This is an optimization exercise on Yosys and OpenROAD, whose aim is small area, a short achievable clock period and few clock cycles per item, not a production implementation. Function was checked by simulation only, so behaviour that the tests miss may differ from the original.

==> flow/design.v <==
module vrm_alu (
    input  wire        clk,
    input  wire        rst,         
    input  wire        in_valid,
    output wire        in_ready,
    input  wire [2:0]  op,          
    input  wire [39:0] tmp,         
    input  wire [39:0] mem,         
    output reg         out_valid,
    output reg  [39:0] res,         
    output reg  [1:0]  status,      
    output reg  [1:0]  cmp          
);
    localparam OP_AD = 3'd0;
    localparam OP_SB = 3'd1;
    localparam OP_ML = 3'd2;
    localparam OP_MD = 3'd3;
    localparam OP_DV = 3'd4;
    localparam OP_CP = 3'd5;
    localparam ST_OK     = 2'd0;
    localparam ST_OVF    = 2'd1;
    localparam ST_NONNUM = 2'd2;
    localparam C_EQUAL = 2'd0;
    localparam C_LESS  = 2'd1;
    localparam C_MORE  = 2'd2;
    localparam S_IDLE  = 3'd0;
    localparam S_EXEC  = 3'd1;
    localparam S_DIV   = 3'd2;
    localparam S_CONV  = 3'd3;
    localparam S_DONE  = 3'd4;
    reg [2:0]  state;
    reg [2:0]  op_r;
    reg [39:0] a_str;
    reg [39:0] b_str;
    function is_digit(input [7:0] ch);
        is_digit = (ch >= 8'h30) && (ch <= 8'h39);
    endfunction
    function is_num(input [39:0] w);
        is_num = is_digit(w[39:32]) && is_digit(w[31:24]) && is_digit(w[23:16]) &&
                 is_digit(w[15:8])  && is_digit(w[7:0]);
    endfunction
    function [16:0] to_bin(input [39:0] w);
        to_bin = (w[35:32] * 17'd10000) + (w[27:24] * 17'd1000) +
                 (w[19:16] * 17'd100)   + (w[11:8]  * 17'd10)   + {13'd0, w[3:0]};
    endfunction
    wire        a_num = is_num(a_str);
    wire        b_num = is_num(b_str);
    wire [16:0] a_bin = to_bin(a_str);
    wire [16:0] b_bin = to_bin(b_str);
    wire        b_zero = (b_str == "00000");
    wire [1:0] cmp_w = (a_str == b_str) ? C_EQUAL :
                       (a_str <  b_str) ? C_LESS  : C_MORE;
    wire [17:0] sum  = {1'b0, a_bin} + {1'b0, b_bin};
    wire [17:0] diff = {1'b0, a_bin} - {1'b0, b_bin};    
    wire [33:0] prod = a_bin * b_bin;
    reg [16:0] quo;       
    reg [16:0] rem;
    reg [16:0] divisor;
    reg [4:0]  count;
    wire [17:0] rem_shift = {rem, quo[16]};
    wire [17:0] rem_try   = rem_shift - {1'b0, divisor};
    wire        rem_ge    = !rem_try[17];
    reg [16:0] bin;
    reg [19:0] bcd;
    function [3:0] dabble(input [3:0] d);
        dabble = (d >= 4'd5) ? d + 4'd3 : d;
    endfunction
    wire [19:0] bcd_adj = {dabble(bcd[19:16]), dabble(bcd[15:12]), dabble(bcd[11:8]),
                           dabble(bcd[7:4]),   dabble(bcd[3:0])};
    assign in_ready = (state == S_IDLE);
    always @(posedge clk) begin
        if (rst) begin
            state     <= S_IDLE;
            out_valid <= 1'b0;
            op_r      <= 3'd0;
            a_str     <= 40'd0;
            b_str     <= 40'd0;
            res       <= 40'd0;
            status    <= ST_OK;
            cmp       <= C_EQUAL;
            quo       <= 17'd0;
            rem       <= 17'd0;
            divisor   <= 17'd0;
            count     <= 5'd0;
            bin       <= 17'd0;
            bcd       <= 20'd0;
        end else begin
            out_valid <= 1'b0;
            case (state)
                S_IDLE: begin
                    if (in_valid) begin
                        op_r  <= op;
                        a_str <= tmp;
                        b_str <= mem;
                        state <= S_EXEC;
                    end
                end
                S_EXEC: begin
                    res    <= a_str;
                    status <= ST_OK;
                    cmp    <= cmp_w;
                    if (op_r == OP_CP) begin
                        state <= S_DONE;
                    end else if ((op_r == OP_DV || op_r == OP_MD) && b_zero) begin
                        status <= ST_OVF;
                        state  <= S_DONE;
                    end else if (!a_num || !b_num) begin
                        status <= ST_NONNUM;
                        state  <= S_DONE;
                    end else begin
                        case (op_r)
                            OP_AD: begin
                                if (sum > 18'd99999) begin
                                    status <= ST_OVF;
                                    state  <= S_DONE;
                                end else begin
                                    bin   <= sum[16:0];
                                    bcd   <= 20'd0;
                                    count <= 5'd0;
                                    state <= S_CONV;
                                end
                            end
                            OP_SB: begin
                                if (diff[17]) begin
                                    status <= ST_OVF;
                                    state  <= S_DONE;
                                end else begin
                                    bin   <= diff[16:0];
                                    bcd   <= 20'd0;
                                    count <= 5'd0;
                                    state <= S_CONV;
                                end
                            end
                            OP_ML: begin
                                if (prod > 34'd99999) begin
                                    status <= ST_OVF;
                                    state  <= S_DONE;
                                end else begin
                                    bin   <= prod[16:0];
                                    bcd   <= 20'd0;
                                    count <= 5'd0;
                                    state <= S_CONV;
                                end
                            end
                            default: begin   
                                quo     <= a_bin;
                                rem     <= 17'd0;
                                divisor <= b_bin;
                                count   <= 5'd0;
                                state   <= S_DIV;
                            end
                        endcase
                    end
                end
                S_DIV: begin
                    rem   <= rem_ge ? rem_try[16:0] : rem_shift[16:0];
                    quo   <= {quo[15:0], rem_ge};
                    count <= count + 5'd1;
                    if (count == 5'd16) begin
                        count <= 5'd0;
                        bcd   <= 20'd0;
                        state <= S_CONV;
                        if (op_r == OP_DV)
                            bin <= {quo[15:0], rem_ge};
                        else
                            bin <= rem_ge ? rem_try[16:0] : rem_shift[16:0];
                    end
                end
                S_CONV: begin
                    bcd   <= {bcd_adj[18:0], bin[16]};
                    bin   <= {bin[15:0], 1'b0};
                    count <= count + 5'd1;
                    if (count == 5'd16) begin
                        state <= S_DONE;
                    end
                end
                S_DONE: begin
                    if (status == ST_OK && op_r != OP_CP) begin
                        res <= {4'h3, bcd[19:16], 4'h3, bcd[15:12], 4'h3, bcd[11:8],
                                4'h3, bcd[7:4],   4'h3, bcd[3:0]};
                    end
                    out_valid <= 1'b1;
                    state     <= S_IDLE;
                end
                default: state <= S_IDLE;
            endcase
        end
    end
endmodule
==> flow/run.sh <==
#!/bin/bash
# synth_recipe.tcl (not shown) runs the flow's synth.tcl, then flattens the netlist and writes it again
# the make line also repeats each setting of config.mk as NAME=value (left out here)
make -C /OpenROAD-flow-scripts/flow DESIGN_CONFIG=/design/flow/config.mk WORK_HOME=/design/flow/orfs CLKGATE_MAP_FILE= SYNTH_SCRIPT=/design/flow/synth_recipe.tcl finish
==> flow/config.mk <==
export PLATFORM = sky130hd
export DESIGN_NAME = vrm_alu
export DESIGN_NICKNAME = vrm_alu
export VERILOG_FILES = /design/flow/design.v
export SDC_FILE = /design/flow/constraint.sdc
export NUM_CORES = 4
export LEC_CHECK = 0
export CAP_MARGIN = 20
export CORE_MARGIN = 2
export CORE_UTILIZATION = 40
export SLEW_MARGIN = 20
==> flow/constraint.sdc <==
create_clock -name core_clock -period 12.0 [get_ports {clk}]
set_input_delay 2.4000 -clock core_clock [delete_from_list [all_inputs] [get_ports {clk}]]
set_output_delay 2.4000 -clock core_clock [all_outputs]
set_load 0.01 [all_outputs]
==> results.py <==
metrics = {
    "synth": {
        "synth-compound-area-share_pct": 16.21,
        "synthXorXnorAreaFrac_pct": 3.571,
        "synth_top_family_by_area": "adder cells",
        "netlist_instances": 3485,
        "synth.cell_area_um2": 27960,
        "synth-edff-count": 0,
        "synth_nets": 4220,
        "yosys_most_used_dff": "dfxtp_1",
        "synth_area_leaders": "fa_1, ha_1, dfxtp_1",
        "synth_top_area_share_pct": 20.12,
        "seq_area_frac_synth_pct": 16.04,
        "synthMuxAreaShare_pct": 0.7965,
        "ys_seq_elements": 224,
        "synth_fa_ha_area_share_pct": 36.59,
        "yosys.area_share.simple_pct": 17.42,
        "yosysTopAreaCell": "fa_1",
        "avgSynthCellArea_um2": 8.023,
        "async_flop_share_pct": 0,
        "yosysUniqueCellTypes": 95,
        "synth_warnings": 1,
    },
    "place": {
        "place_ws_ps": 113.2,
        "globalplace.congestion": 0.9261,
        "dpl_cell_area_um2": 30620,
        "port_buffers": 131,
        "dp_hpwl_um": 69210,
    },
    "die": {
        "initial_utilization_pct": 40.55,
        "die_x_um": 268.4,
        "dieArea_um2": 72030,
        "rows": 96,
        "ios": 132,
        "die_h_um": 268.4,
        "core_um2": 68950,
    },
    "global_routing": {
        "antenna_found_initial": 3,
        "grt_pass1_wl_um": 135400,
        "grt_pass1_vias": 23670,
        "grt_max_degree": 90,
        "grt_overflow_total": 0,
        "grt_util_all_layers_pct": 24.20,
    },
    "detailed_routing": {
        "ant_nets": 0,
        "via_count": 24540,
        "drcViolationCount": 0,
        "wl_per_cell_um": 19.35,
        "routed_via_density": 5.413,
        "drt_iter0_markers": 1874,
        "firstDrtPassIters": 6,
        "wirelength_um": 87720,
    },
    "critical_path": {
        "r2r_start": "a_str[25]",
        "crit_path_start_kind": "flop",
        "reg2reg_depth": 43,
        "crit_path_max_fanout": 19,
        "cpPeakStageDelay_ps": 630,
        "cpMaxStageDelayCell": "fa_2",
        "r2r_setup_slack_ps": 500,
        "timing.critical_path.mode_cell": "fa_1",
        "critPathCaptureType": "flop",
        "startpoint": "a_str[25]",
        "cp_num_buf_inv": 10,
        "crit_end": "bcd[7]",
        "worst-path-stages": 43,
        "worstReg2RegEnd": "bcd[7]",
        "cp_top_family": "adder cells",
        "crit_type": "flop to flop",
        "crit_arrival_ps": 11930,
        "required_ps": 12430,
    },
    "sta": {
        "min_period_over_period_pct": 95.80,
        "period_minus_slack_ps": 11500,
        "setup_violations": 0,
        "clock_skew_ps": 11.37,
        "holdWs_ps": 452.0,
        "worst_slew_pin_slew_ps": 1120,
        "tns_ps": 0,
        "slew_violations": 0,
        "hold_violations": 0,
        "fin_ws_ps": 504.3,
        "relSlewSlack_pct": 24.99,
        "achievable-frequency_mhz": 86.99,
    },
    "worst_hold_path": {
        "hold_path.class": "flop to flop",
        "hold_path.startpoint": "divisor[5]",
    },
    "clock_tree": {
        "holdBufCountCts": 0,
        "cts_max_path_buffers": 3,
        "cts_tree": "built",
        "root_buffer": "clkbuf_16",
        "clock-sinks": 224,
        "htree_levels": 1,
        "clkSlewWorstSetupHoldPaths_ps": 70,
        "cts_buffers": 23,
        "worstSkewPairLatency_ps": 540,
    },
    "run": {
        "maxCapViolations": 0,
    },
    "status": {
        "status": "finished clean",
    },
    "layout": {
        "postLayoutCoreUtil_pct": 45.90,
        "syn_to_final_growth_pct": 13.18,
        "stdcell_area_um2": 31650,
        "drive_gt1_share_pct": 6.502,
        "nNetsFinal": 4319,
    },
}
-- cell usage in the layout, fill, tap and decap left out, types with 18 or more instances in the layout --
master / Yosys / layout
nand2_1: 548 / 547
inv_1: 531 / 529
ha_1: 368 / 363
fa_1: 281 / 279
a21oi_1: 273 / 267
dfxtp_1: 224 / 220
nor2_1: 215 / 213
clkdlybuf4s50_1: 0 / 130
o21ai_0: 100 / 99
buf_4: 1 / 94
and2_1: 78 / 75
nor3_1: 69 / 69
xnor2_1: 77 / 65
nand3_1: 42 / 42
a21o_1: 37 / 37
xor2_1: 37 / 37
a311oi_1: 36 / 36
nand4_1: 32 / 32
a211oi_1: 24 / 24
clkbuf_16: 0 / 23
nor2b_1: 22 / 21
a31oi_1: 19 / 19
o21bai_1: 18 / 18
nand2b_1: 18 / 18
-- logic make-up after synthesis --
logic type,Yosys count
xor+xnor,114
compound gates,698
mux,21
flops,224
buf+inv,686
simple gates,1093
fa+ha+maj,649
-- synth_stat cells (all sizes together), types with 28 or more instances --
master and n:
a211oi 28, a21o 37, a21oi 274, a311oi 36, and2 79, clkbuf 143
dfxtp 224, fa 281, ha 368, inv 531, nand2 549, nand3 42
nand4 32, nor2 217, nor3 70, o21ai 108, xnor2 77, xor2 37
-- metal layers --
layer / track usage [%] / share of wire [%] / vias up
li1: - / - / 11700
met1: 33.71 / 44 / 11960
met2: 38.45 / 46 / 736
met3: 3.949 / 6.6 / 141
met4: 7.297 / 3.3 / 0
met5: 0 / 0 / -
-- worst min path at each step --
stage / endpoint / slack (ps) / cells after the start
finish: divisor[5] / 450 / 2
global route: divisor[5] / 470 / 2
CTS: divisor[5] / 450 / 2
detailed placement: res[31] / 440 / 2
global placement: res[31] / 440 / 2
floorplan: divisor[2] / 430 / 2
-- worst register-to-register path, delay by kind of cell, from the launching register on --
family          cells  cell delay, ps
simple gates        8            1000
compound gates     11            2910
xor+xnor            1             180
fa+ha+maj          13            5980
flops               1             360
buf+inv            10             950
-- registers in the layout (all words and copies together), names as in the netlist, 5 cells and up --
name / flops
a_str: 40
b_str: 40
res: 40
bcd: 20
bin: 17
divisor: 17
quo: 17
rem: 17
count: 5
-- timing repair --
item / 4_1_cts / 5_1_grt
resized for setup: 0 / 45
endpoints found under the hold margin: 0 / 0
setup buffers: 0 / 4
endpoints found under the setup margin: 0 / 46
-- final cells by class --
type / count / area, um2
fill: 6999 / 37300
tap: 931 / 1165
sequential: 224 / 4492
timing repair buffer: 228 / 2061
inverter: 532 / 1997
clock buffer: 31 / 655.6
multi-input combinational: 2575 / 21140
antenna: 3 / 7.507
clock inverter: 9 / 130.1
-- through the flow --
stage | std cells
floorplan | 3485
global placement | 4486
detailed placement | 4486
CTS | 4526
global route | 4533
finish | 4533
Testbench counts, summed over its fixed seeds: cycles 83,020, ops 4,800.

[re-timing with driven ports]
Ports are ideal in the flow. The routed layout listed here was re-timed in OpenROAD. Step 1, drivers: a clkbuf_16 drives clk and a buf_2 each remaining input, both assumed. Step 2 adds t to the input delays and takes it off the output delays; t is the mean of the earliest and latest rising clock arrival at the registers after step 1. Input paths then give back, and output paths get back, about the clock's delay inside the block. Slacks: no drivers / after step 1 / after step 2; pairs: no drivers / after step 1.
t, ns: 0.589
slack for setup (ns): 0.504 / 0.504 / 0.504
worst data-port slew with drivers (ns): 0.10
After both steps setup and hold are still met in this run. The setup slack of this run moves by 0.000 ns with the drivers and by 0.000 ns with both steps.
